This design comes from an exercise in tuning for a short achievable clock period on the open sky130 flow, not from production work.
No functional check of the RTL was part of any run shown here.
Power and IR drop assume default switching activity.

--- constraint.sdc ---
create_clock -name core_clock -period 7.6 [get_ports {clk}]
set_input_delay 1.5200 -clock core_clock [delete_from_list [all_inputs] [get_ports {clk}]]
set_output_delay 1.5200 -clock core_clock [all_outputs]
set_load 0.01 [all_outputs]
--- run.sh ---
#!/bin/bash
# synth_recipe.tcl (not shown) runs the flow's synth.tcl, then flattens the netlist and writes it again
# the make line also repeats each setting of config.mk as NAME=value (left out here)
make -C /OpenROAD-flow-scripts/flow DESIGN_CONFIG=/design/flow/config.mk WORK_HOME=/design/flow/orfs CLKGATE_MAP_FILE= SYNTH_SCRIPT=/design/flow/synth_recipe.tcl finish
--- design.v ---
module pwmcore (
    input  wire        clk,
    input  wire        rst,           
    input  wire        cmd_valid,
    input  wire [31:0] cmd_word,
    output reg         resp_valid,
    output wire [31:0] resp_word,
    input  wire [7:0]  ev_in,
    output reg  [3:0]  pin_h,
    output reg  [3:0]  pin_l,
    output wire        irq_fault,
    output wire [3:0]  irq_match,
    output wire        irq_ovf
);
    localparam N = 4;
    function automatic pfx16(input [15:0] g_in, input [15:0] p_in);
        reg [15:0] g, p;
        integer s, j;
        begin
            g = g_in;
            p = p_in;
            for (s = 1; s < 16; s = s * 2)
                for (j = 0; j < 16; j = j + 2 * s) begin
                    g[j+2*s-1] = g[j+2*s-1] | (p[j+2*s-1] & g[j+s-1]);
                    p[j+2*s-1] = p[j+2*s-1] & p[j+s-1];
                end
            pfx16 = g[15];
        end
    endfunction
    function automatic lt16(input [15:0] a, input [15:0] b);
        lt16 = pfx16(~a & b, ~(a ^ b));
    endfunction
    function automatic sum_ge(input [7:0] lo, input [7:0] hi, input [15:0] p);
        reg [8:0]  nq, s, b;
        reg [9:0]  c;
        integer j;
        begin
            nq = ~p[8:0];
            c[0] = 1'b0;
            for (j = 0; j < 9; j = j + 1) begin
                s[j]   = (j < 8 ? lo[j] ^ hi[j] : 1'b0) ^ nq[j];
                c[j+1] = (j < 8) ? ((lo[j] & hi[j]) | (lo[j] & nq[j]) | (hi[j] & nq[j])) : 1'b0;
            end
            b = {c[8:1], 1'b1};
            sum_ge = ~|p[15:9] & pfx16({7'd0, s & b}, {7'h7F, s | b});
        end
    endfunction
    function automatic [15:0] inc16(input [15:0] a);
        integer j;
        begin
            for (j = 0; j < 16; j = j + 1)
                inc16[j] = a[j] ^ (&(a | ~((16'd1 << j) - 16'd1)));
        end
    endfunction
    function automatic [15:0] dec16(input [15:0] a);
        integer j;
        begin
            for (j = 0; j < 16; j = j + 1)
                dec16[j] = a[j] ^ ~(|(a & ((16'd1 << j) - 16'd1)));
        end
    endfunction
    function automatic [9:0] dec10(input [9:0] a);
        integer j;
        begin
            for (j = 0; j < 10; j = j + 1)
                dec10[j] = a[j] ^ ~(|(a & ((10'd1 << j) - 10'd1)));
        end
    endfunction
    function automatic [7:0] dec8(input [7:0] a);
        integer j;
        begin
            for (j = 0; j < 8; j = j + 1)
                dec8[j] = a[j] ^ ~(|(a & ((8'd1 << j) - 8'd1)));
        end
    endfunction
    function automatic [17:0] step(input [15:0] c, input ph, input [15:0] per,
                                   input [15:0] per_m1, input md, input dir);
        reg [15:0] ci, cd, sc;
        reg        cz, sp, sb;
        begin
            ci = inc16(c);
            cd = dec16(c);
            cz = (c == 16'd0);
            sc = c; sp = ph; sb = 1'b0;
            if (md == 1'b0) begin
                if (dir == 1'b0) begin
                    if (cz) begin sc = per; sb = 1'b1; end
                    else sc = cd;
                end else begin
                    if (c == per) begin sc = 16'd0; sb = 1'b1; end
                    else sc = ci;
                end
            end else begin
                if (dir == 1'b0) begin
                    if (ph == 1'b0 && !cz) sc = cd;
                    else begin
                        sc = ci;
                        if (c == per_m1) begin sp = 1'b0; sb = 1'b1; end
                        else sp = 1'b1;
                    end
                end else begin
                    if (ph == 1'b0 && lt16(c, per)) sc = ci;
                    else begin
                        sc = cd;
                        if (c == 16'd1) begin sp = 1'b0; sb = 1'b1; end
                        else sp = 1'b1;
                    end
                end
            end
            step = {sc, sp, sb};
        end
    endfunction
    reg        enabled;
    reg        fstate;          
    reg        forced;
    reg        restart;         
    reg        safe;
    reg [7:0]  evmask;
    reg [N-1:0] match;
    reg        ovf;
    reg        faultif;
    reg        cfgerr;
    reg [7:0]  ev_prev;
    reg        resp_hi29;
    reg        ra31, ra28, rb, rc;
    reg [15:0] resp_lo;
    reg        pend_car, pend_max, pend_dt;
    reg [N-1:0] wr_r;           
    reg [31:0] cw;              
    reg [15:0] cw_pm1;          
    reg [N-1:0] cw_raw;         
    reg [N-1:0] r2_r;           
    reg [15:0] period;
    reg [15:0] period_m1;       
    reg        direction;       
    reg        mode;            
    reg [9:0]  div_m1;          
    reg [15:0] max_duty;
    reg [7:0]  dt_low  [0:N-1];
    reg [7:0]  dt_high [0:N-1];
    reg [15:0] ncnt_p;          
    reg        nphase_p;        
    reg        nbnd_p;          
    reg [15:0] ncnt_s;          
    reg        nphase_s;
    reg        nbnd_s;
    reg [9:0]  prem_p;          
    reg [9:0]  prem_d;          
    reg        phit_p;          
    reg        phit_d;          
    reg [15:0] pending_p [0:N-1];
    reg [15:0] active_p  [0:N-1];
    reg [N-1:0] raw_p;
    reg [7:0]  dt_p  [0:N-1];
    reg [7:0]  dt_a1 [0:N-1];   
    reg [7:0]  dt_a0 [0:N-1];   
    reg [N-1:0] a1z_r, a1o_r;   
    reg [N-1:0] a0z_r, a0o_r;   
    wire        tk  = enabled & phit_p;       
    wire        tkb = tk & nbnd_p;            
    wire [15:0] period_e    = pend_car ? cw[15:0] : period;
    wire [15:0] period_m1_e = pend_car ? cw_pm1 : period_m1;
    wire        direction_e = pend_car ? cw[27] : direction;
    wire        mode_e      = pend_car ? cw[26] : mode;
    wire [9:0]  div_m1_e    = pend_car ? dec10(cw[25:16]) : div_m1;
    wire [15:0] max_duty_e  = pend_max ? cw[15:0] : max_duty;
    wire [15:0] cw_init  = cw[27] ? 16'd1 : cw_pm1;
    wire [15:0] ncnt_e   = pend_car ? cw_init : (tk ? ncnt_s : ncnt_p);
    wire        nphase_e = ~pend_car & (tk ? nphase_s : nphase_p);
    wire        nbnd_e   = ~pend_car & (tk ? nbnd_s : nbnd_p);
    wire [9:0]  prem_e   = pend_car ? dec10(cw[25:16]) :
                           tk ? div_m1 : (enabled ? prem_d : prem_p);
    wire        phit_e   = pend_car ? (cw[25:16] == 10'd1) :
                           tk ? (div_m1 == 10'd0) : (enabled ? phit_d : phit_p);
    reg [7:0]  dt_low_e  [0:N-1];
    reg [7:0]  dt_high_e [0:N-1];
    reg [7:0]  dt_e      [0:N-1];
    reg [15:0] pending_e [0:N-1];
    reg [15:0] active_e  [0:N-1];
    reg [N-1:0] raw_e;
    integer i;
    always @(*) begin
        for (i = 0; i < N; i = i + 1) begin
            dt_low_e[i]  = (pend_dt && cw[25:24] == i) ? cw[15:8] : dt_low[i];
            dt_high_e[i] = (pend_dt && cw[25:24] == i) ? cw[7:0]  : dt_high[i];
            pending_e[i] = wr_r[i] ? cw[15:0] : pending_p[i];
            active_e[i]  = tkb ? pending_e[i] : active_p[i];
            raw_e[i]     = pend_car ? cw_raw[i] : (tk ? r2_r[i] : raw_p[i]);
            dt_e[i]      = pend_car ? 8'd0 : (tk ? (r2_r[i] ? dt_a1[i] : dt_a0[i]) : dt_p[i]);
        end
    end
    wire [17:0] st_s    = step(ncnt_s, nphase_s, period, period_m1, mode, direction);
    wire [17:0] st_c    = step(cw_init, 1'b0, cw[15:0], cw_pm1, cw[26], cw[27]);
    wire [15:0] s_cnt   = pend_car ? st_c[17:2] : (tk ? st_s[17:2] : ncnt_s);
    wire        s_phase = pend_car ? st_c[1]    : (tk ? st_s[1]    : nphase_s);
    wire        s_bnd   = pend_car ? st_c[0]    : (tk ? st_s[0]    : nbnd_s);
    reg [7:0] a1 [0:N-1];
    reg [7:0] a0 [0:N-1];
    reg [N-1:0] dz, z1, z0;
    reg [7:0] dec;
    reg       d1;
    always @(*) begin
        for (i = 0; i < N; i = i + 1) begin
            dz[i] = pend_car | (tk ? (r2_r[i] ? a1z_r[i] : a0z_r[i]) : (dt_p[i] == 8'd0));
            d1    = pend_car | (tk ? (r2_r[i] ? a1o_r[i] : a0o_r[i]) : (dt_p[i][7:1] == 7'd0));
            dec   = (dt_e[i] == 8'd0) ? 8'd0 : dec8(dt_e[i]);
            a1[i] = raw_e[i] ? dec : dt_high_e[i];
            a0[i] = raw_e[i] ? dt_low_e[i] : dec;
            z1[i] = raw_e[i] ? d1 : (dt_high_e[i] == 8'd0);
            z0[i] = raw_e[i] ? (dt_low_e[i] == 8'd0) : d1;
        end
    end
    wire [3:0]  op       = cmd_word[31:28];
    wire [1:0]  ix       = cmd_word[25:24];
    wire [15:0] value    = cmd_word[15:0];
    wire [15:0] c_period = cmd_word[15:0];
    wire [9:0]  c_div    = cmd_word[25:16];
    wire        c_dir    = cmd_word[27];
    wire [7:0]  c_low    = cmd_word[15:8];
    wire [7:0]  c_high   = cmd_word[7:0];
    wire z_7_0   = ~|cmd_word[7:0];
    wire z_9_8   = ~|cmd_word[9:8];
    wire z_15_10 = ~|cmd_word[15:10];
    wire z_16    = ~cmd_word[16];
    wire z_23_17 = ~|cmd_word[23:17];
    wire z_25_24 = ~|cmd_word[25:24];
    wire z_27_26 = ~|cmd_word[27:26];
    wire z_15_0  = z_7_0 & z_9_8 & z_15_10;
    wire z_23_16 = z_16 & z_23_17;
    wire z_27_0  = z_15_0 & z_23_16 & z_25_24 & z_27_26;
    wire is_car = cmd_valid & (op == 4'h1);
    wire is_max = cmd_valid & (op == 4'h2);
    wire is_dt  = cmd_valid & (op == 4'h3);
    wire is_flt = cmd_valid & (op == 4'h4);
    wire is_sta = cmd_valid & (op == 4'h5);
    wire is_stp = cmd_valid & (op == 4'h6);
    wire is_wr  = cmd_valid & (op == 4'h7);
    wire is_rd  = cmd_valid & (op == 4'h8);
    wire is_fir = cmd_valid & (op == 4'h9);
    wire is_clr = cmd_valid & (op == 4'hA);
    wire is_st  = cmd_valid & (op == 4'hB);
    wire is_rf  = cmd_valid & (op == 4'hC);
    wire is_ack = cmd_valid & (op == 4'hD);
    wire lg_car = is_car;
    wire lg_max = is_max & z_23_16 & z_25_24 & z_27_26;
    wire lg_dt  = is_dt  & z_23_16 & z_27_26;
    wire lg_flt = is_flt & z_9_8 & z_15_10 & z_23_16 & z_25_24;
    wire lg_sta = is_sta & z_27_0;
    wire lg_stp = is_stp & z_27_0;
    wire lg_wr  = is_wr  & z_23_16 & z_27_26;
    wire lg_rd  = is_rd  & z_23_17 & z_15_0 & z_27_26;
    wire lg_fir = is_fir & z_15_0 & z_23_16 & ~cmd_word[27];
    wire lg_clr = is_clr & z_27_0;
    wire lg_st  = is_st  & z_27_0;
    wire lg_rf  = is_rf  & z_27_0;
    wire lg_ack = is_ack & z_15_10 & z_23_16 & z_25_24 & z_27_26;
    reg car_dt_bad, max_ap_bad;
    reg [N-1:0] car_raw;
    always @(*) begin
        car_dt_bad = 1'b0;
        max_ap_bad = 1'b0;
        for (i = 0; i < N; i = i + 1) begin
            if (sum_ge(dt_low_e[i], dt_high_e[i], c_period))
                car_dt_bad = 1'b1;
            if (lt16(value, active_p[i]) || lt16(value, pending_e[i]))
                max_ap_bad = 1'b1;
            car_raw[i] = ~c_dir & lt16(c_period, active_p[i]) | c_dir & (|active_p[i]);
        end
    end
    wire er_car = enabled | ~|c_period | ~|c_div | ~lt16(max_duty_e, c_period) | car_dt_bad;
    wire er_max = enabled | ~lt16(value, period_e) | max_ap_bad;
    wire er_dt  = enabled | sum_ge(c_low, c_high, period_e);
    wire er_flt = enabled;
    wire er_wr  = lt16(max_duty_e, value);
    wire cfgerr_e = cfgerr | ra28 | rb | rc;    
    wire er_sta = cfgerr_e;
    wire ok_car = lg_car & ~er_car;
    wire ok_max = lg_max & ~er_max;
    wire ok_dt  = lg_dt  & ~er_dt;
    wire ok_flt = lg_flt & ~er_flt;
    wire ok_sta = lg_sta & ~er_sta;
    wire ok_stp = lg_stp;
    wire ok_wr  = lg_wr  & ~er_wr;
    wire ok_fir = lg_fir;
    wire ok_clr = lg_clr;
    wire ok_ack = lg_ack;
    wire cfe_a = (lg_car & (enabled | ~|c_period | ~|c_div)) | (lg_max & enabled) |
                 (lg_dt & enabled) | (lg_flt & er_flt) | (lg_wr & er_wr) | (lg_sta & er_sta);
    wire cfe_b = lg_car & (~lt16(max_duty_e, c_period) | car_dt_bad) |
                 lg_dt & sum_ge(c_low, c_high, period_e);
    wire cfe_c = lg_max & (~lt16(value, period_e) | max_ap_bad);
    wire legal = lg_car | lg_max | lg_dt | lg_flt | lg_sta | lg_stp | lg_wr |
                 lg_rd | lg_fir | lg_clr | lg_st | lg_rf | lg_ack;
    wire [N-1:0] wr_sel;
    genvar g;
    generate
        for (g = 0; g < N; g = g + 1) begin : g_wr
            assign wr_sel[g] = ok_wr & (ix == g);
        end
    endgenerate
    wire en1 = ok_sta | (enabled & ~ok_stp);
    wire tick   = en1 & phit_e;
    wire tick_b = tick & nbnd_e;
    wire fire_hit   = ok_fir & evmask[cmd_word[26:24]];
    wire fire_latch = fire_hit & ~fstate;
    wire fstate1    = fire_hit | (fstate & ~ok_clr);
    wire forced1    = forced | fire_latch;
    wire restart1   = ok_flt ? cmd_word[27] : restart;
    wire safe1      = ok_flt ? cmd_word[26] : safe;
    wire [7:0] evmask1 = ok_flt ? cmd_word[7:0] : evmask;
    wire fstate2 = fstate1 & ~(tick_b & restart1);
    wire forced2 = forced1 & ~(tick_b & ~fstate2);
    wire ev_any   = |(ev_in & ~ev_prev & evmask1);
    wire ev_latch = ev_any & ~fstate2;
    wire fstate_n  = fstate2 | ev_any;
    wire forced_n  = forced2 | ev_latch;
    wire faultif_n = ev_latch | fire_latch | (faultif & ~(ok_ack & cmd_word[9]));
    wire ovf_n     = tick_b | (ovf & ~(ok_ack & cmd_word[8]));
    wire vnz  = |value;
    wire bnd  = phit_e & nbnd_e;              
    wire ncz  = pend_car ? (cw_init == 16'd0) : (tk ? (ncnt_s == 16'd0) : (ncnt_p == 16'd0));
    reg [N-1:0] la, lp, ea, ep, r2, hit, match_n, h_n, l_n;
    always @(*) begin
        for (i = 0; i < N; i = i + 1) begin
            lp[i] = pend_car ? lt16(cw_init, pending_e[i]) :
                    (tk ? lt16(ncnt_s, pending_e[i]) : lt16(ncnt_p, pending_e[i]));
            ep[i] = pend_car ? (cw_init == pending_e[i]) :
                    (tk ? (ncnt_s == pending_e[i]) : (ncnt_p == pending_e[i]));
            la[i] = pend_car ? lt16(cw_init, active_p[i]) :
                    (tk ? (nbnd_p ? lt16(ncnt_s, pending_e[i]) : lt16(ncnt_s, active_p[i]))
                        : lt16(ncnt_p, active_p[i]));
            ea[i] = pend_car ? (cw_init == active_p[i]) :
                    (tk ? (nbnd_p ? (ncnt_s == pending_e[i]) : (ncnt_s == active_p[i]))
                        : (ncnt_p == active_p[i]));
            r2[i]  = bnd ? (wr_sel[i] ? (ncz & vnz) : lp[i]) : la[i];
            hit[i] = ~nphase_e & (bnd ? (wr_sel[i] ? (ncz & ~vnz) : ep[i]) : ea[i]);
            match_n[i] = (match[i] & ~(ok_ack & cmd_word[i])) | (tick & hit[i]);
            h_n[i] = en1 & (bnd ? (wr_sel[i] ? (ncz & z1[i] & vnz) : (lp[i] & z1[i]))
                                : (phit_e ? (la[i] & z1[i]) : (raw_e[i] & dz[i])));
            l_n[i] = en1 & (bnd ? (wr_sel[i] ? (~(ncz & vnz) & z0[i]) : (~lp[i] & z0[i]))
                                : (phit_e ? (~la[i] & z0[i]) : (~raw_e[i] & dz[i])));
        end
    end
    wire [15:0] flags_word = {2'b00, fstate, enabled, forced, cfgerr_e, faultif, ovf,
                              4'b0000, match};
    wire [15:0] rd_duty = cmd_word[16] ? pending_e[ix] : active_e[ix];
    wire [15:0] rd_data = ({16{lg_rd}} & rd_duty) |
                          ({16{lg_st}} & {15'd0, fstate}) |
                          ({16{lg_rf}} & flags_word);
    always @(posedge clk) begin
        resp_hi29 <= ~legal;
        resp_lo   <= rd_data;
        cw     <= cmd_word;
        cw_pm1 <= dec16(c_period);
        cw_raw <= car_raw;
        r2_r   <= r2;
        prem_d   <= dec10(prem_e);
        phit_d   <= (prem_e == 10'd1);
        for (i = 0; i < N; i = i + 1) begin
            dt_a1[i] <= a1[i];
            dt_a0[i] <= a0[i];
            a1z_r[i] <= (a1[i] == 8'd0);
            a1o_r[i] <= (a1[i][7:1] == 7'd0);
            a0z_r[i] <= (a0[i] == 8'd0);
            a0o_r[i] <= (a0[i][7:1] == 7'd0);
        end
        if (rst) begin
            enabled    <= 1'b0;
            fstate     <= 1'b0;
            forced     <= 1'b0;
            restart    <= 1'b0;
            safe       <= 1'b0;
            evmask     <= 8'h00;
            match      <= {N{1'b0}};
            ovf        <= 1'b0;
            faultif    <= 1'b0;
            cfgerr     <= 1'b0;
            ra31       <= 1'b0;
            ra28       <= 1'b0;
            rb         <= 1'b0;
            rc         <= 1'b0;
            ev_prev    <= 8'h00;
            resp_valid <= 1'b0;
            pin_h      <= {N{1'b0}};
            pin_l      <= {N{1'b0}};
            pend_car   <= 1'b0;
            pend_max   <= 1'b0;
            pend_dt    <= 1'b0;
            wr_r       <= {N{1'b0}};
            period    <= 16'hFFFF;
            period_m1 <= 16'hFFFE;
            direction <= 1'b0;
            mode      <= 1'b0;
            div_m1    <= 10'd0;
            max_duty  <= 16'd0;
            ncnt_p    <= 16'hFFFE;
            nphase_p  <= 1'b0;
            nbnd_p    <= 1'b0;
            ncnt_s    <= 16'hFFFD;
            nphase_s  <= 1'b0;
            nbnd_s    <= 1'b0;
            prem_p    <= 10'd0;
            phit_p    <= 1'b1;
            raw_p     <= {N{1'b0}};
            for (i = 0; i < N; i = i + 1) begin
                dt_low[i]    <= 8'd0;
                dt_high[i]   <= 8'd0;
                pending_p[i] <= 16'd0;
                active_p[i]  <= 16'd0;
                dt_p[i]      <= 8'd0;
            end
        end else begin
            enabled    <= en1;
            fstate     <= fstate_n;
            forced     <= forced_n;
            restart    <= restart1;
            safe       <= safe1;
            evmask     <= evmask1;
            match      <= match_n;
            ovf        <= ovf_n;
            faultif    <= faultif_n;
            cfgerr     <= cfgerr_e;
            ra31       <= ~legal | cfe_a;
            ra28       <= legal & cfe_a;
            rb         <= cfe_b;
            rc         <= cfe_c;
            ev_prev    <= ev_in;
            resp_valid <= cmd_valid;
            for (i = 0; i < N; i = i + 1) begin
                pin_h[i] <= forced_n ? safe1 : h_n[i];
                pin_l[i] <= forced_n ? safe1 : l_n[i];
            end
            pend_car   <= ok_car;
            pend_max   <= ok_max;
            pend_dt    <= ok_dt;
            wr_r       <= wr_sel;
            period    <= period_e;
            period_m1 <= period_m1_e;
            direction <= direction_e;
            mode      <= mode_e;
            div_m1    <= div_m1_e;
            max_duty  <= max_duty_e;
            ncnt_p    <= ncnt_e;
            nphase_p  <= nphase_e;
            nbnd_p    <= nbnd_e;
            ncnt_s    <= s_cnt;
            nphase_s  <= s_phase;
            nbnd_s    <= s_bnd;
            prem_p    <= prem_e;
            phit_p    <= phit_e;
            raw_p     <= raw_e;
            for (i = 0; i < N; i = i + 1) begin
                dt_low[i]    <= dt_low_e[i];
                dt_high[i]   <= dt_high_e[i];
                pending_p[i] <= pending_e[i];
                active_p[i]  <= active_e[i];
                dt_p[i]      <= dt_e[i];
            end
        end
    end
    assign resp_word = {ra31 | rb | rc, 1'b0, resp_hi29, ra28 | rb | rc, 12'd0, resp_lo};
    assign irq_fault = faultif;
    assign irq_match = match;
    assign irq_ovf   = ovf;
endmodule
--- config.mk ---
export PLATFORM = sky130hd
export DESIGN_NAME = pwmcore
export DESIGN_NICKNAME = pwmcore
export VERILOG_FILES = /design/flow/design.v
export SDC_FILE = /design/flow/constraint.sdc
export NUM_CORES = 4
export LEC_CHECK = 0
export ABC_CLOCK_PERIOD_IN_PS = 2500
export CAP_MARGIN = 20
export CORE_MARGIN = 2
export CORE_UTILIZATION = 40
export PLACE_DENSITY = 0.6
export SETUP_SLACK_MARGIN = 4.8
export SLEW_MARGIN = 20
==> results.tsv, run 1 <==
metric	value	unit
synth_area_leaders	dfxtp_1, ha_1, mux2i_1	
cts_buffers	61	
cts_tree	built	
fin_tns_setup	0	ns
grt_pass1_vias	36000	
p_sw	0.00184	W
hold_ws	0.492	ns
cellPowerDensity	135	nW/um^2
ant_nets	0	
intPower	0.00503	W
r2r-start	wr_r[0]	
p_leak	22.5	nW
antenna_found_initial	4	
hold_violations	0	
cts_max_path_buffers	3	
maxCapViolCount	0	
num_rows	113	
crit_type	in -> reg	
synthesis.area	38400	um^2
cts_num_sinks	543	
synthDistinctLibCells	88	
layout-drive-gt1-share	26.8	%
die_h	314	um
rsz0062_at_grt	yes	
nFillCells	8327	
vias	38800	
reg2reg_setup_slack	3.98	ns
grt_first_pass_wirelength	244	mm
grt_remaining_overflow	0	
cp-end-kind	flip-flop	
fmax	266	MHz
timing.rr.end	pin_h[0]	
hold_path.class	reg -> reg	
grt_max_degree	82	
globalplace.congestion	0.999	
finalCritPeriodShare	49.4	%
slew_violations	0	
synth_seq_cells	543	
ys_seq_area_share	28.3	%
routedWlPerCell	28.0	um
skew	0.0341	ns
outcome	no timing/DRC/antenna violations	
ys_async_sr_fraction	0	%
synth_common_cells	ha_1, nor2_1, dfxtp_1	
synth_most_common_cell	ha_1	
multi_input_area	29400	um^2
ctsHoldBuffers	0	
synthCells	4456	
synth_area_per_cell	8.62	um^2
vdd.ir_drop.worst	0.000185	V
cts_root_buffer	clkbuf_16	
period_minus_slack	3.75	ns
worst-path-max-fanout	4	
htreeDepth	2	
tightest_slew	1.04	ns
hpwl	118	mm
ys_warn_count	15	
synth.largest_area_cell	dfxtp_1	
die_x	314	um
drtIter0Drc	4406	
layout.nets	5592	
required	8.18	ns
drc	0	
area_growth	32.9	%
ios	90	
seq_power_share	42.3	%
grt_usage	33.5	%
p_clk_share	46.7	%
start_util	40.4	%
synthFlopType	dfxtp_1	
clock_latency	0.69	ns
worstPathArrival	4.34	ns
sw_frac_of_total	26.8	%
cp-start-kind	primary input	
die_area	98600	um^2
wirelength	174	mm
crit_end	pin_h[0]	
comb_power_share	11.0	%
seq_area	11000	um^2
numPortBuffers	76	
core_area	95200	um^2
crit_path_start	cmd_word[1]	
setup_violations	0	
path_clk_slew	0.06	ns
maxSlewHeadroom	30.3	%
vias_per_cell	6.24	
synth_edf_count	0	
r2r_cells	15	
yosysTopAreaCellShare	28.3	%
drt_first_pass_iters	8	
-- worst min-delay path by stage --
stage | from | endpoint | slack (ns) | depth (start not counted)
final | period_m1[4] | period_m1[4] | 0.49 | 2
after global routing | div_m1[8] | div_m1[8] | 0.51 | 2
after CTS | period_m1[4] | period_m1[4] | 0.50 | 2
after detailed placement | period_m1[4] | period_m1[4] | 0.48 | 2
after global placement | period_m1[14] | period_m1[14] | 0.48 | 2
after floorplan | cw[16] | div_m1[0] | 0.44 | 1
-- cell usage in the layout (no fill, tap or decap), types with 24 or more instances in the layout --
master	instances
mux4_2	34
a21o_1	68
o21a_1	30
nand2b_1	24
ha_4	24
o211ai_1	37
buf_6	81
a21oi_1	289
nand3_1	85
buf_4	345
a21oi_2	31
xor2_1	27
dfxtp_1	481
nor3_1	52
clkinvlp_4	29
nor4_1	49
nor2_1	573
nor2b_1	43
inv_1	128
ha_1	579
mux2i_4	72
fa_1	36
clkbuf_16	66
buf_12	57
inv_2	37
o21ai_0	168
xnor2_1	33
mux2i_2	34
mux2i_1	163
dfxtp_4	35
dfxtp_2	27
mux2_2	33
nand2_1	267
a211oi_1	48
nand4_1	122
-- power groups by stage --
stage,clock (W),combinational (W),sequential (W)
after floorplan,0,0.000323,0.00295
after global placement,0,0.000535,0.00298
after detailed placement,0,0.000539,0.00298
after CTS,0.00324,0.000686,0.00291
after global routing,0.00335,0.000787,0.00291
final,0.00321,0.000757,0.00291
-- timing repair --
action                                 in CTS  in global routing
buffers inserted                          285                116
cloned                                     10                  8
setup endpoints to repair                 349                232
gates resized for setup                   878                289
endpoints found under the hold margin       0                  0
pin swaps                                 131                128
-- final cells by class --
cell class,count,share of cell area (%)
antenna,3,0.0147
clock buffer,81,3.39
clock inverter,31,0.862
inverter,211,1.97
multi-input combinational,3510,57.6
sequential,543,21.6
tap,1265,3.10
timing repair buffer,573,11.4
timing repair inverter,1,0.0588
-- stage by stage --
step / cells / power [W] / util (%) / instance area [um^2] / setup WS [ns]
after global routing: 6216 / 0.00704 / 53.7 / 51100 / 3.82
after detailed placement: 5684 / 0.00351 / 43.1 / 41000 / 1.93
after floorplan: 4468 / 0.00327 / - / 39100 / 3.28
final: 6218 / 0.00687 / 53.7 / 51100 / 3.85
after global placement: 5684 / 0.00351 / 43.1 / 41000 / 1.93
after CTS: 6091 / 0.00683 / 51.1 / 48600 / 3.97
-- state kept, by name, summed over array words and instances, names as in the netlist, 28 cells and up --
register,cells
active_p,64
cw,28
dt_a0,32
dt_a1,32
dt_high,32
dt_low,32
dt_p,32
pending_p,64
-- routing by layer --
| layer | vias to the layer above | GRT usage (%) | part of all wire [%] |
|---|---|---|---|
| met5 | - | 0 | 0 |
| met2 | 2416 | 49.2 | 41 |
| met3 | 614 | 8.33 | 12 |
| li1 | 17200 | - | - |
| met1 | 18500 | 44.4 | 40 |
| met4 | 0 | 19.8 | 7.3 |
-- worst max-delay path: stages --
cell and delay (ns):
buf_6 0.09, buf_6 0.13, clkinvlp_4 0.10, buf_6 0.10, ha_4 0.13, nand3_4 0.08
inv_2 0.06, nand4_1 0.15, buf_4 0.20, or4_4 0.49, a21oi_4 0.22, o31ai_4 0.09
o2bb2ai_2 0.14, or3_4 0.40, or3_4 0.35, o311ai_2 0.08
-- cells by family after synthesis --
logic type      share of synthesized area, %
compound gates                          16.4
buf+inv                                 4.29
flops                                   28.3
fa+ha+maj                               22.1
simple gates                            17.4
xor+xnor                                1.48
mux                                     10.0
other cells                          0.00976
==> run 2: changes to the inputs <==
--- a/design.v
+++ b/design.v
@@ -126,3 +126,6 @@
     reg [15:0] resp_lo;
-    reg        pend_car, pend_max, pend_dt;
+    reg        pc_a, pc_e, pm_a, pm_e, pd_a, pd_e;
+    wire       pend_car = pc_a & ~pc_e;
+    wire       pend_max = pm_a & ~pm_e;
+    wire       pend_dt  = pd_a & ~pd_e;
     reg [N-1:0] wr_r;           
@@ -158,2 +161,3 @@
     reg [N-1:0] a0z_r, a0o_r;   
+    reg [N-1:0] lpp_r, lap_r, epp_r, eap_r;
     wire        tk  = enabled & phit_p;       
@@ -269,5 +273,2 @@
     end
-    wire er_car = enabled | ~|c_period | ~|c_div | ~lt16(max_duty_e, c_period) | car_dt_bad;
-    wire er_max = enabled | ~lt16(value, period_e) | max_ap_bad;
-    wire er_dt  = enabled | sum_ge(c_low, c_high, period_e);
     wire er_flt = enabled;
@@ -276,5 +277,2 @@
     wire er_sta = cfgerr_e;
-    wire ok_car = lg_car & ~er_car;
-    wire ok_max = lg_max & ~er_max;
-    wire ok_dt  = lg_dt  & ~er_dt;
     wire ok_flt = lg_flt & ~er_flt;
@@ -320,2 +318,6 @@
     wire bnd  = phit_e & nbnd_e;              
+    wire lt_s_cw = lt16(ncnt_s, cw[15:0]);
+    wire lt_p_cw = lt16(ncnt_p, cw[15:0]);
+    wire eq_s_cw = (ncnt_s == cw[15:0]);
+    wire eq_p_cw = (ncnt_p == cw[15:0]);
     wire ncz  = pend_car ? (cw_init == 16'd0) : (tk ? (ncnt_s == 16'd0) : (ncnt_p == 16'd0));
@@ -324,12 +326,16 @@
         for (i = 0; i < N; i = i + 1) begin
-            lp[i] = pend_car ? lt16(cw_init, pending_e[i]) :
-                    (tk ? lt16(ncnt_s, pending_e[i]) : lt16(ncnt_p, pending_e[i]));
-            ep[i] = pend_car ? (cw_init == pending_e[i]) :
-                    (tk ? (ncnt_s == pending_e[i]) : (ncnt_p == pending_e[i]));
-            la[i] = pend_car ? lt16(cw_init, active_p[i]) :
-                    (tk ? (nbnd_p ? lt16(ncnt_s, pending_e[i]) : lt16(ncnt_s, active_p[i]))
-                        : lt16(ncnt_p, active_p[i]));
-            ea[i] = pend_car ? (cw_init == active_p[i]) :
-                    (tk ? (nbnd_p ? (ncnt_s == pending_e[i]) : (ncnt_s == active_p[i]))
-                        : (ncnt_p == active_p[i]));
+            lp[i] = pend_car ? (cw[27] ? (|pending_p[i][15:1]) : lt16(cw_pm1, pending_p[i])) :
+                    tk ? (wr_r[i] ? lt_s_cw : lt16(ncnt_s, pending_p[i])) :
+                         (wr_r[i] ? lt_p_cw : lpp_r[i]);
+            ep[i] = pend_car ? (cw[27] ? (pending_p[i] == 16'd1) : (cw_pm1 == pending_p[i])) :
+                    tk ? (wr_r[i] ? eq_s_cw : (ncnt_s == pending_p[i])) :
+                         (wr_r[i] ? eq_p_cw : epp_r[i]);
+            la[i] = pend_car ? (cw[27] ? (|active_p[i][15:1]) : lt16(cw_pm1, active_p[i])) :
+                    tk ? (nbnd_p ? (wr_r[i] ? lt_s_cw : lt16(ncnt_s, pending_p[i]))
+                                 : lt16(ncnt_s, active_p[i])) :
+                         lap_r[i];
+            ea[i] = pend_car ? (cw[27] ? (active_p[i] == 16'd1) : (cw_pm1 == active_p[i])) :
+                    tk ? (nbnd_p ? (wr_r[i] ? eq_s_cw : (ncnt_s == pending_p[i]))
+                                 : (ncnt_s == active_p[i])) :
+                         eap_r[i];
             r2[i]  = bnd ? (wr_sel[i] ? (ncz & vnz) : lp[i]) : la[i];
@@ -385,5 +391,9 @@
             pin_l      <= {N{1'b0}};
-            pend_car   <= 1'b0;
-            pend_max   <= 1'b0;
-            pend_dt    <= 1'b0;
+            pc_a       <= 1'b0;
+            pm_a       <= 1'b0;
+            pd_a       <= 1'b0;
+            lpp_r      <= {N{1'b0}};
+            lap_r      <= {N{1'b0}};
+            epp_r      <= {N{1'b0}};
+            eap_r      <= {N{1'b0}};
             wr_r       <= {N{1'b0}};
@@ -432,5 +442,12 @@
             end
-            pend_car   <= ok_car;
-            pend_max   <= ok_max;
-            pend_dt    <= ok_dt;
+            pc_a       <= lg_car & ~(enabled | ~|c_period | ~|c_div);
+            pc_e       <= ~lt16(max_duty_e, c_period) | car_dt_bad;
+            pm_a       <= lg_max & ~enabled;
+            pm_e       <= ~lt16(value, period_e) | max_ap_bad;
+            pd_a       <= lg_dt & ~enabled;
+            pd_e       <= sum_ge(c_low, c_high, period_e);
+            lpp_r      <= lp;
+            lap_r      <= la;
+            epp_r      <= ep;
+            eap_r      <= ea;
             wr_r       <= wr_sel;
==> run 2 against run 1 <==
Area after synthesis up 3.7%. Clock skew up 0.011 ns. Via count up 7.1%. Synthesized cell count up 5.4%. Cell area up 3.6%. First-iteration DRC count up 27%. Sequential share of layout area up 0.089 points. Highest routed layer is now met5. Critical endpoint is now pc_e.
==> results.tsv, run 2 <==
metric	value	unit	change
hold_violations	0		unchanged
area_growth	32.8	%	
grt_max_degree	76		-7.3%
worst_path_most_repeated_cell	maj3_2		
synth-simple-area-share	19.1	%	+1.7 points
fin_tns_setup	0	ns	unchanged
wirelength	193	mm	+11%
hpwl	126	mm	+6.7%
outcome	no timing/DRC/antenna violations		
vdd.ir_drop.worst	0.000200	V	+8.3%
cts_max_path_buffers	3		unchanged
globalplace.congestion	1.04		+4.1%
synth.largest_area_cell	dfxtp_1		
cp-start-kind	flip-flop		
cts_buffers	68		+11%
num_rows	115		+1.8%
drc	0		unchanged
vias_per_cell	6.39		+2.4%
critical_path.top_delay_family	adder cells		
vias	41500		+7.1%
critical_path_buf_inv_count	3		-3
path_cells	nor2b_4 -> and3_4 -> buf_12 -> mux2i_4 -> inv_2 -> fa_1 -> inv_1 -> maj3_2 -> maj3_2 -> maj3_2 -> maj3_2 -> a21oi_2 -> o21a_1 -> nor4bb_2 -> nor2_1		
synth_area_per_cell	8.49	um^2	-1.6%
start_util	40.4	%	about the same
period_minus_slack	3.78	ns	+0.0225 ns
layout-drive-gt1-share	26.8	%	about the same
ios	90		unchanged
ys_seq_area_share	28.3	%	about the same
nFillCells	8715		+4.7%
slew_violations	0		unchanged
layout.nets	5744		+2.7%
synthDistinctLibCells	111		+26%
final_common_cell	nor2_1		
htreeDepth	3		+1
synth_common_cells	nor2_1, dfxtp_1, ha_1		
cellPowerDensity	140	nW/um^2	+4.3%
ys_async_sr_fraction	0	%	unchanged
synth_top_family_by_area	simple AND/OR/NAND/NOR gates		
routedWlPerCell	29.7	um	+6.1%
drt_first_pass_iters	6		-2
synthAdderAreaFrac	18.0	%	-4.1 points
grt_first_pass_wirelength	269	mm	+10%
ant_nets	0		unchanged
cts_root_buffer	clkbuf_16		
grt_usage	36.0	%	+2.5 points
synth_most_common_cell	nor2_1		
rsz0062_at_grt	yes		
grt_remaining_overflow	0		unchanged
cp_slowest_stage_delay	0.52	ns	+0.03 ns
most-common-layout-cells	nor2_1, dfxtp_1, ha_1		
synth_area_leaders	dfxtp_1, ha_1, mux2i_1		
path_clk_slew	0.06	ns	about the same
antenna_found_initial	9		+5
cp-end-kind	flip-flop		
synthesis.area	39800	um^2	+3.7%
cts_num_sinks	562		+3.5%
setup_violations	0		unchanged
synthCells	4695		+5.4%
yosysTopAreaCellShare	28.1	%	-0.20 points
cts_tree	built		
die_area	102000	um^2	+3.6%
maxSlewHeadroom	21.3	%	-9.0 points
required	8.09	ns	-0.09 ns
maxCapViolCount	0		unchanged
ys_warn_count	15		unchanged
core_area	98600	um^2	+3.6%
drtIter0Drc	5605		+27%
synth_seq_cells	562		+3.5%
crit_slowest_cell	fa_1		
synth-compound-area-share	16.8	%	+0.41 points
tightest_slew	1.18	ns	+0.142 ns
reg_top3	active_p: 64 flops, pending_p: 64 flops		
synth_edf_count	3		+3
synth.area.mux_share	8.56	%	-1.4 points
hold_path.class	reg -> reg		
die_x	320	um	+1.8%
p_leak	23.0	nW	+2.4%
grt_pass1_vias	38300		+6.2%
worstPathArrival	4.27	ns	-0.07 ns
clock_latency	0.66	ns	-0.03 ns
post-route-util	53.7	%	about the same
skew	0.0455	ns	+0.0114 ns
synth_xor_area_share	4.07	%	+2.6 points
numPortBuffers	76		unchanged
synthFlopType	dfxtp_1		
die_h	320	um	+1.8%
fmax	265	MHz	-0.60%
worst-path-max-fanout	5		+1
finalCritPeriodShare	49.7	%	+0.30 points
crit_type	reg -> reg		
[run 2: changes by cell type in the layout (fill, tap and decap cells not counted), sizes merged, moves of 17 or more]
cell	before	now
xor2	27	62
o211ai	37	81
nor2	590	620
o21ai	211	192
xnor2	38	123
o21a	34	17
mux2i	269	243
nand2	290	354
a31oi	23	44
buf	518	570
ha	610	506
[run 2: stage by stage]
step                      power, W  worst slack, ns  area (um^2)  instances  hold slack [ns]
after global routing       0.00759             3.70        52900       6494            0.526
after global placement     0.00373             2.06        42400       5919            0.454
after CTS                  0.00729             3.89        50100       6353            0.468
after floorplan            0.00346             3.64        40600       4707            0.448
final                      0.00742             3.82        52900       6501            0.475
after detailed placement   0.00374             2.01        42400       5919            0.461
[run 2: final timing paths]
| path | end | depth (start not counted) | start | slack, ns |
|---|---|---|---|---|
| max | pc_e | 15 | pd_e | 3.82 |
| min | period_m1[0] | 2 | period_m1[0] | 0.47 |
| max reg2reg | pc_e | 15 | pd_e | 3.82 |
| min reg2reg | period_m1[0] | 2 | period_m1[0] | 0.47 |
[run 2: logic make-up after synthesis]
logic type	Yosys count
and+or+nand+nor	1581
xor gates and xnor gates	185
muxes	296
AOI/OAI and AO/OA	1042
buffers and inverters	476
other	1
adders and majority gates	552
DFF	562
[run 2: where the power goes]
group,switching (W),internal [W]
Clock,0.00142,0.00202
Combinational,0.000581,0.000388
Sequential,0.0000535,0.00297
[run 2: final cells by class]
class | count | area, um^2 | area share (%)
multi-input cells | 3672 | 30000 | 56.8
well taps | 1287 | 1610 | 3.04
flip-flops and latches | 562 | 11500 | 21.7
clock buffers | 94 | 1960 | 3.71
inverters | 226 | 1040 | 1.96
repair buffers | 627 | 6420 | 12.1
clock inverters | 24 | 327 | 0.617
diodes | 9 | 22.5 | 0.0426
[run 2: metal layers]
metal | global-route usage [%] | part of all wire, % | up-vias
li1 | - | - | 18000
met3 | 12.7 | 14 | 827
met4 | 21.5 | 7.8 | 12
met2 | 51.4 | 40 | 2943
met1 | 46.3 | 38 | 19700
met5 | 0 | 0.16 | -
[run 2: timing repair]
| action | in CTS | in global routing |
|---|---|---|
| pin swaps | 188 | 174 |
| resized for setup | 848 | 348 |
| setup buffers | 298 | 137 |
| setup endpoints to repair | 318 | 129 |
| cloned | 18 | 2 |
| hold buffers | 0 | 0 |
[run 2: tightest hold or removal path, cell delays in order, from the launching register on]
cell	delay, ns
dfxtp_1	0.32
nand2_1	0.05
a21oi_1	0.06
==> run 3: changes to the inputs <==
--- a/design.v
+++ b/design.v
@@ -29,4 +29,24 @@
     endfunction
+    function automatic [1:0] cmp16(input [15:0] a, input [15:0] b);
+        reg [15:0] l, m;
+        reg        lh, mh;
+        integer s, j;
+        begin
+            l = ~a & b;
+            m = a & ~b;
+            for (s = 1; s < 16; s = s * 2)
+                for (j = 0; j < 16; j = j + 2 * s) begin
+                    lh = l[j+2*s-1];
+                    mh = m[j+2*s-1];
+                    l[j+2*s-1] = lh | (~mh & l[j+s-1]);
+                    m[j+2*s-1] = mh | (~lh & m[j+s-1]);
+                end
+            cmp16 = {l[15], m[15]};
+        end
+    endfunction
     function automatic lt16(input [15:0] a, input [15:0] b);
-        lt16 = pfx16(~a & b, ~(a ^ b));
+        lt16 = cmp16(a, b) >> 1;
+    endfunction
+    function automatic eq16(input [15:0] a, input [15:0] b);
+        eq16 = ~|cmp16(a, b);
     endfunction
@@ -89,3 +109,3 @@
                 end else begin
-                    if (c == per) begin sc = 16'd0; sb = 1'b1; end
+                    if (eq16(c, per)) begin sc = 16'd0; sb = 1'b1; end
                     else sc = ci;
@@ -97,3 +117,3 @@
                         sc = ci;
-                        if (c == per_m1) begin sp = 1'b0; sb = 1'b1; end
+                        if (eq16(c, per_m1)) begin sp = 1'b0; sb = 1'b1; end
                         else sp = 1'b1;
@@ -320,4 +340,4 @@
     wire lt_p_cw = lt16(ncnt_p, cw[15:0]);
-    wire eq_s_cw = (ncnt_s == cw[15:0]);
-    wire eq_p_cw = (ncnt_p == cw[15:0]);
+    wire eq_s_cw = eq16(ncnt_s, cw[15:0]);
+    wire eq_p_cw = eq16(ncnt_p, cw[15:0]);
     wire ncz  = pend_car ? (cw_init == 16'd0) : (tk ? (ncnt_s == 16'd0) : (ncnt_p == 16'd0));
@@ -329,4 +349,4 @@
                          (wr_r[i] ? lt_p_cw : lpp_r[i]);
-            ep[i] = pend_car ? (cw[27] ? (pending_p[i] == 16'd1) : (cw_pm1 == pending_p[i])) :
-                    tk ? (wr_r[i] ? eq_s_cw : (ncnt_s == pending_p[i])) :
+            ep[i] = pend_car ? (cw[27] ? (pending_p[i] == 16'd1) : eq16(cw_pm1, pending_p[i])) :
+                    tk ? (wr_r[i] ? eq_s_cw : eq16(ncnt_s, pending_p[i])) :
                          (wr_r[i] ? eq_p_cw : epp_r[i]);
@@ -336,5 +356,5 @@
                          lap_r[i];
-            ea[i] = pend_car ? (cw[27] ? (active_p[i] == 16'd1) : (cw_pm1 == active_p[i])) :
-                    tk ? (nbnd_p ? (wr_r[i] ? eq_s_cw : (ncnt_s == pending_p[i]))
-                                 : (ncnt_s == active_p[i])) :
+            ea[i] = pend_car ? (cw[27] ? (active_p[i] == 16'd1) : eq16(cw_pm1, active_p[i])) :
+                    tk ? (nbnd_p ? (wr_r[i] ? eq_s_cw : eq16(ncnt_s, pending_p[i]))
+                                 : eq16(ncnt_s, active_p[i])) :
                          eap_r[i];
==> run 3 against run 2 <==
Still clean. Worst setup slack lost 0.51 ns. Via count grew 3.9%. Critical path depth is the same.
==> results.tsv, run 3 <==
metric	value	unit	change
outcome	no timing/DRC/antenna violations		
reg_top3	active_p: 64 flops, pending_p: 64 flops		
critical_path_buf_inv_count	4		+1
start_util	40.2	%	-0.23 points
layout.nets	5324		-7.3%
vias	43200		+3.9%
synthesis.area	38000	um^2	-4.6%
vias_per_cell	6.62		+3.6%
num_rows	113		-1.7%
ys_warn_count	15		unchanged
cp-start-kind	flip-flop		
synth_area_leaders	dfxtp_1, nor2_1, mux2i_1		
finalCritPeriodShare	56.4	%	+6.7 points
antenna_found_initial	10		+1
synth_common_cells	nor2_1, dfxtp_1, nand2_1		
grt_usage	37.9	%	+1.9 points
min_from	period_m1[0]		
core_area	94600	um^2	-4.0%
die_area	97500	um^2	-4.5%
yosysTopAreaCellShare	29.4	%	+1.4 points
cp_slowest_stage_delay	0.48	ns	-0.04 ns
critical_path.top_delay_family	adder cells		
seq_area	11400	um^2	-0.40%
hold_path.class	reg -> reg		
rsz0062_at_grt	yes		
nFillCells	8519		-2.2%
hpwl	128	mm	+1.9%
crit_path_start	pc_e		
cts_root_buffer	clkbuf_16		
layout-drive-gt1-share	26.3	%	-0.52 points
drtIter0Drc	6662		+19%
vdd.ir_drop.worst	0.000145	V	-27%
post-route-util	53.6	%	about the same
wirelength	196	mm	+1.8%
synth_most_common_cell	nor2_1		
grt_first_pass_wirelength	272	mm	+1.3%
ios	90		unchanged
synthDistinctLibCells	104		-6.3%
htreeDepth	3		unchanged
maxCapViolCount	0		unchanged
fmax	233	MHz	-12%
cellPowerDensity	145	nW/um^2	+3.2%
grt_remaining_overflow	0		unchanged
clock_latency	0.69	ns	+0.03 ns
die_x	312	um	-2.3%
path_clk_slew	0.06	ns	about the same
tightest_slew	1.29	ns	+0.114 ns
drc	0		unchanged
maxSlewHeadroom	13.0	%	-8.3 points
synthFlopType	dfxtp_1		
synthCells	4853		+3.4%
p_leak	19.4	nW	-16%
cp-end-kind	flip-flop		
synth_seq_cells	562		unchanged
ys_async_sr_fraction	0	%	unchanged
grt_pass1_vias	38900		+1.8%
ctsHoldBuffers	0		unchanged
routedWlPerCell	30.1	um	+1.5%
most-common-layout-cells	nor2_1, dfxtp_1, buf_4		
area_growth	33.4	%	
r2r-start	pc_e		
crit_slowest_cell	fa_1		
skew	0.0511	ns	+0.00560 ns
synth_edf_count	3		unchanged
cts_max_path_buffers	3		unchanged
cts_num_sinks	562		unchanged
cts_tree	built		
period_minus_slack	4.28	ns	+0.508 ns
crit_type	reg -> reg		
setup_violations	0		unchanged
worstPathArrival	4.82	ns	+0.55 ns
numPortBuffers	76		unchanged
ant_nets	0		unchanged
multi_input_area	27700	um^2	-7.8%
fin_tns_setup	0	ns	unchanged
final_common_cell	nor2_1		
die_h	312	um	-2.3%
path_cells	nand2b_4 -> buf_12 -> mux2i_1 -> buf_4 -> inv_4 -> fa_1 -> or2_4 -> a2111oi_4 -> nor3_2 -> maj3_2 -> maj3_2 -> maj3_2 -> maj3_2 -> nor3_4 -> buf_4		
worst-path-max-fanout	5		unchanged
drt_first_pass_iters	18		+12
grt_max_degree	142		+87%
worst_path_most_repeated_cell	maj3_2		
hold_violations	0		unchanged
ys_seq_area_share	29.7	%	+1.4 points
synth_area_per_cell	7.83	um^2	-7.7%
slew_violations	0		unchanged
cts_buffers	69		+1.5%
required	8.14	ns	+0.05 ns
synth.largest_area_cell	dfxtp_1		
globalplace.congestion	1.05		+1.3%
[run 3: logic make-up after synthesis]
kind of cell / after synthesis / synth area share, %
mux: 292 / 8.85
other cells: 1 / 0.00987
buf+inv: 599 / 6.18
compound gates: 1311 / 22.8
simple gates: 1720 / 21.8
xor+xnor: 91 / 2.13
fa+ha+maj: 277 / 8.60
flops: 562 / 29.7
[run 3: where the power goes]
group	leakage, nW	switching, W	internal [W]	total, W
combinational	13.7	0.000548	0.000319	0.000866
sequential	4.58	0.0000343	0.00297	0.00301
clock	1.15	0.00146	0.00201	0.00347
[run 3: final cells by class]
| class | instances | area share, % |
|---|---|---|
| Clock inverter | 25 | 0.612 |
| Antenna cell | 3 | 0.0148 |
| Sequential cell | 562 | 22.5 |
| Tap cell | 1265 | 3.12 |
| Inverter | 239 | 2.21 |
| Timing Repair Buffer | 616 | 12.9 |
| Clock buffer | 97 | 3.99 |
| Timing Repair inverter | 1 | 0.00987 |
| Multi-Input combinational cell | 3710 | 54.6 |
[run 3: metal layers]
metal  part of all wire [%]  vias up  GRT usage, %
met5                  0.035        -             0
met4                    8.5       12          24.8
met3                     15      970          13.1
met2                     39     3439          52.5
met1                     38    20500          49.6
li1                       -    18200             -
[run 3: worst paths after layout]
path	endpoint	slack, ns	depth (start not counted)
setup reg to reg	pd_e	3.32	15
setup / recovery	pd_e	3.32	15
hold / removal	period_m1[0]	0.49	2
hold reg to reg	period_m1[0]	0.49	2
[run 3: per-stage QoR]
step / instances / power [W] / cell area, um^2 / worst slack, ns / hold WS [ns]
after floorplan: 4865 / 0.00342 / 38900 / 3.17 / 0.450
after global placement: 5982 / 0.00366 / 40500 / 1.64 / 0.458
after detailed placement: 5982 / 0.00366 / 40500 / 1.58 / 0.478
after CTS: 6389 / 0.00726 / 48200 / 3.44 / 0.486
after global routing: 6515 / 0.00749 / 50700 / 3.28 / 0.518
final: 6518 / 0.00734 / 50700 / 3.32 / 0.485
[run 3: what timing repair did]
action / 4_1_cts / 5_1_grt
gates resized for setup: 851 / 369
setup endpoints to repair: 273 / 138
setup buffers: 261 / 119
pin swaps: 167 / 184
gates cloned: 24 / 7
[run 3: tightest hold or removal path, stage by stage (launching register included)]
cell	delay, ns
dfxtp_1	0.32
nand2_1	0.06
a21oi_1	0.05
==> run 4: changes to the inputs <==
--- a/design.v
+++ b/design.v
@@ -163,2 +163,3 @@
     reg [7:0]  dt_high [0:N-1];
+    reg [8:0]  dt_sum  [0:N-1];     
     reg [15:0] ncnt_p;          
@@ -200,2 +201,4 @@
     reg [7:0]  dt_high_e [0:N-1];
+    reg [8:0]  dt_sum_e  [0:N-1];
+    wire [8:0] cw_sum = {1'b0, cw[15:8]} + {1'b0, cw[7:0]};    
     reg [7:0]  dt_e      [0:N-1];
@@ -209,2 +212,3 @@
             dt_high_e[i] = (pend_dt && cw[25:24] == i) ? cw[7:0]  : dt_high[i];
+            dt_sum_e[i]  = (pend_dt && cw[25:24] == i) ? cw_sum   : dt_sum[i];
             pending_e[i] = wr_r[i] ? cw[15:0] : pending_p[i];
@@ -222,3 +226,3 @@
     reg [7:0] a0 [0:N-1];
-    reg [N-1:0] dz, z1, z0;
+    reg [N-1:0] dz, z1, z0, d2;
     reg [7:0] dec;
@@ -229,2 +233,3 @@
             d1    = pend_car | (tk ? (r2_r[i] ? a1o_r[i] : a0o_r[i]) : (dt_p[i][7:1] == 7'd0));
+            d2[i] = (dt_e[i][7:2] == 6'd0) & ~(dt_e[i][1] & dt_e[i][0]);    
             dec   = (dt_e[i] == 8'd0) ? 8'd0 : dec8(dt_e[i]);
@@ -286,3 +291,3 @@
         for (i = 0; i < N; i = i + 1) begin
-            if (sum_ge(dt_low_e[i], dt_high_e[i], c_period))
+            if (~lt16({7'd0, dt_sum_e[i]}, c_period))
                 car_dt_bad = 1'b1;
@@ -387,6 +392,6 @@
             dt_a0[i] <= a0[i];
-            a1z_r[i] <= (a1[i] == 8'd0);
-            a1o_r[i] <= (a1[i][7:1] == 7'd0);
-            a0z_r[i] <= (a0[i] == 8'd0);
-            a0o_r[i] <= (a0[i][7:1] == 7'd0);
+            a1z_r[i] <= z1[i];
+            a1o_r[i] <= raw_e[i] ? d2[i] : (dt_high_e[i][7:1] == 7'd0);
+            a0z_r[i] <= z0[i];
+            a0o_r[i] <= raw_e[i] ? (dt_low_e[i][7:1] == 7'd0) : d2[i];
         end
@@ -437,2 +442,3 @@
                 dt_high[i]   <= 8'd0;
+                dt_sum[i]    <= 9'd0;
                 pending_p[i] <= 16'd0;
@@ -491,2 +497,3 @@
                 dt_high[i]   <= dt_high_e[i];
+                dt_sum[i]    <= dt_sum_e[i];
                 pending_p[i] <= pending_e[i];
==> run 4 against run 3 <==
Critical path type unchanged. Via count down 2.5%. Sequential share of layout area up 2.0 points. First-iteration DRC count down 7.6%. Clock skew shrank 0.016 ns. Worst hold slack worse by 0.024 ns. Combinational power grew 2%. Area after synthesis grew 0.98%. Utilization down 1.5 points. Total power increased by 5.7%. Clock-buffer cell count is 2 lower.
==> results.tsv, run 4 <==
metric	value	unit	change
cts_root_buffer	clkbuf_16		
drt_first_pass_iters	9		-9
routedWlPerCell	29.1	um	-3.6%
hold_ws	0.462	ns	-0.0237 ns
hpwl	128	mm	+0.12%
period_minus_slack	4.22	ns	-0.0633 ns
hold_violations	0		unchanged
ys_seq_area_share	31.3	%	+1.6 points
cts_max_path_buffers	3		unchanged
wirelength	190	mm	-3.3%
synth_common_cells	nor2_1, dfxtp_1, nand2_1		
synth_area_per_cell	7.66	um^2	-2.1%
crit_slowest_cell	edfxtp_1		
crit_type	reg -> reg		
r2r-start	pc_e		
grt_pass1_vias	38200		-2.0%
synthDistinctLibCells	100		-3.8%
synthFlopType	dfxtp_1		
grt_usage	36.8	%	-1.1 points
final_cells	6535		+0.26%
die_h	314	um	+0.48%
required	8.17	ns	+0.03 ns
drc	0		unchanged
path_cells	nand2b_4 -> mux2i_1 -> buf_4 -> inv_2 -> fa_1 -> maj3_2 -> maj3_2 -> maj3_2 -> maj3_2 -> a21oi_2 -> o21ai_1 -> maj3_2 -> maj3_2 -> nor3_4 -> nand2_1 -> a21oi_1		
outcome	no timing/DRC/antenna violations		
globalplace.congestion	1.06		+0.85%
worstPathArrival	4.79	ns	-0.03 ns
start_util	40.4	%	+0.21 points
dp_cells	6099		+2.0%
ctsHoldBuffers	0		unchanged
vdd.ir_drop.worst	0.000208	V	+43%
numPortBuffers	76		unchanged
area_growth	29.0	%	
maxSlewHeadroom	22.8	%	+9.8 points
cp-start-kind	flip-flop		
slew_violations	0		unchanged
synth_seq_cells	598		+6.4%
cellPowerDensity	157	nW/um^2	+8.3%
num_rows	113		unchanged
cp-end-kind	flip-flop		
die_x	314	um	+0.48%
worst_path_most_repeated_cell	maj3_2		
htreeDepth	3		unchanged
synthCells	5008		+3.2%
grt_first_pass_wirelength	266	mm	-2.2%
synthesis.area	38400	um^2	+0.98%
synth_most_common_cell	nor2_1		
die_area	98400	um^2	+0.97%
post-route-util	52.1	%	-1.5 points
cp_slowest_stage_delay	0.45	ns	-0.03 ns
skew	0.0356	ns	-0.0155 ns
tightest_slew	1.13	ns	-0.167 ns
synth_edf_count	3		unchanged
crit_path_start	pc_e		
vias_per_cell	6.44		-2.7%
worst-path-max-fanout	5		unchanged
clock_latency	0.66	ns	-0.03 ns
cts_tree	built		
setup_violations	0		unchanged
critical_path_buf_inv_count	2		-2
ios	90		unchanged
grt_max_degree	87		-39%
placed_cell_area	40700	um^2	+0.36%
vias	42100		-2.5%
rsz0062_at_grt	yes		
cts_buffers	70		+1.4%
min_from	dt_sum[2][1]		
finalCritPeriodShare	55.5	%	-0.83 points
cts_num_sinks	598		+6.4%
reg_top3	active_p: 64 flops, pending_p: 64 flops, dt_sum: 36 flops		
core_area	95000	um^2	+0.45%
path_clk_slew	0.06	ns	about the same
ant_nets	0		unchanged
drtIter0Drc	6156		-7.6%
final_common_cell	nor2_1		
yosysTopAreaCellShare	31.0	%	+1.6 points
layout.nets	5323		-0.019%
critical_path.top_delay_family	adder cells		
layout-drive-gt1-share	23.0	%	-3.2 points
p_leak	18.6	nW	-4.4%
ys_async_sr_fraction	0	%	unchanged
synth.largest_area_cell	dfxtp_1		
fin_area	49500	um^2	-2.4%
maxCapViolCount	0		unchanged
fmax	237	MHz	+1.5%
ys_warn_count	17		+2
most-common-layout-cells	nor2_1, dfxtp_1, nand2_1		
antenna_found_initial	8		-2
synth_area_leaders	dfxtp_1, nor2_1, mux2i_1		
grt_remaining_overflow	0		unchanged
hold_path.class	reg -> reg		
fin_tns_setup	0	ns	unchanged
## run 4: cell count changes after synthesis, moves of 30 or more
cell / delta
o21ai_0: +107
o22ai_1: -33
clkbuf_1: +32
nand2_1: +99
inv_1: -43
mux2i_1: -30
dfxtp_1: +36
## run 4: cell type report
class                   count  area (um^2)
diodes                      1         2.50
clock buffers              95         1990
clock inverters            31          460
fillers                  9052        45500
inverters                 199          948
multi-input cells        3829        26700
flip-flops and latches    598        12100
well taps                1265         1580
repair buffers            517         5700
## run 4: logic make-up after synthesis
kind of cell | count (synthesis) | share of synthesized area [%]
compound gates | 1370 | 23.0
mux | 265 | 8.01
xor+xnor | 71 | 1.62
flops | 598 | 31.3
buf+inv | 594 | 6.01
simple gates | 1845 | 22.6
other cells | 1 | 0.00977
fa+ha+maj | 264 | 7.50
## run 4: metal layers
metal / vias up / share of wire, % / global-route usage, %
li1: 18400 / - / -
met1: 20000 / 39 / 48.5
met2: 2936 / 40 / 51.7
met3: 741 / 13 / 10.6
met4: 4 / 8.2 / 24.7
met5: - / 0.013 / 0
## run 4: final timing paths
path                        to  slack (ns)  depth (start not counted)
setup reg to reg            rb        3.38                         16
setup / recovery            rb        3.38                         16
hold reg to reg   dt_sum[2][1]        0.46                          2
hold / removal    dt_sum[2][1]        0.46                          2
## run 4: report_power, final
| part | internal, W | leakage (nW) | switching [W] |
|---|---|---|---|
| registers | 0.00316 | 4.87 | 0.0000391 |
| clock network | 0.00216 | 1.20 | 0.00151 |
| logic | 0.000321 | 12.5 | 0.000558 |
| total | 0.00565 | 18.6 | 0.00211 |
## run 4: stage by stage
step | setup WS (ns) | total power, W
finish | 3.38 | 0.00776
global route | 3.30 | 0.00793
CTS | 3.46 | 0.00769
detailed placement | 1.98 | 0.00392
global placement | 2.02 | 0.00392
floorplan | 3.01 | 0.00367
## run 4: worst min-delay path, stage by stage (launching register included)
cell and delay, ns:
dfxtp_1 0.31, nand2_1 0.05, a21oi_1 0.05
## run 4: repair_timing
action,CTS,global route
buffers inserted,182,102
cloned,17,8
hold endpoints to repair,0,0
endpoints found under the setup margin,279,166
pin swaps,140,183
resized for setup,776,321

separate check: timing with driven ports:
The results above use ideal ports. As a check the final layouts listed here were re-extracted and re-timed, cells and wires unchanged. Step 1 (the two cells are an assumption about what drives the block):
set clk [get_ports {clk}]
set_driving_cell -lib_cell sky130_fd_sc_hd__clkbuf_16 $clk
set_driving_cell -lib_cell sky130_fd_sc_hd__buf_2 [delete_from_list [all_inputs] $clk]
Step 2, shift: input delay + t, output delay - t, t = (earliest + latest rising clock arrival at the registers) / 2. This alone moves slack from input paths to output paths. a / b / c = ideal ports / drivers / drivers and shift; a / b = the first two.
run	t, ns	slack for setup (ns)	worst setup path after step 2	cell pins on the clock port's net
run 1	0.746	3.846 / 3.886 / 3.141	input to register	1
run 2	0.719	3.823 / 3.823 / 3.236	input to register	1
run 3	0.728	3.315 / 3.303 / 2.575	input to register	1
run 4	0.718	3.379 / 3.379 / 2.711	input to register	1
After both steps every run listed still meets setup and hold. For run 3, which loses most, drivers alone change the setup slack by -0.012 ns; drivers and shift together by -0.740 ns.
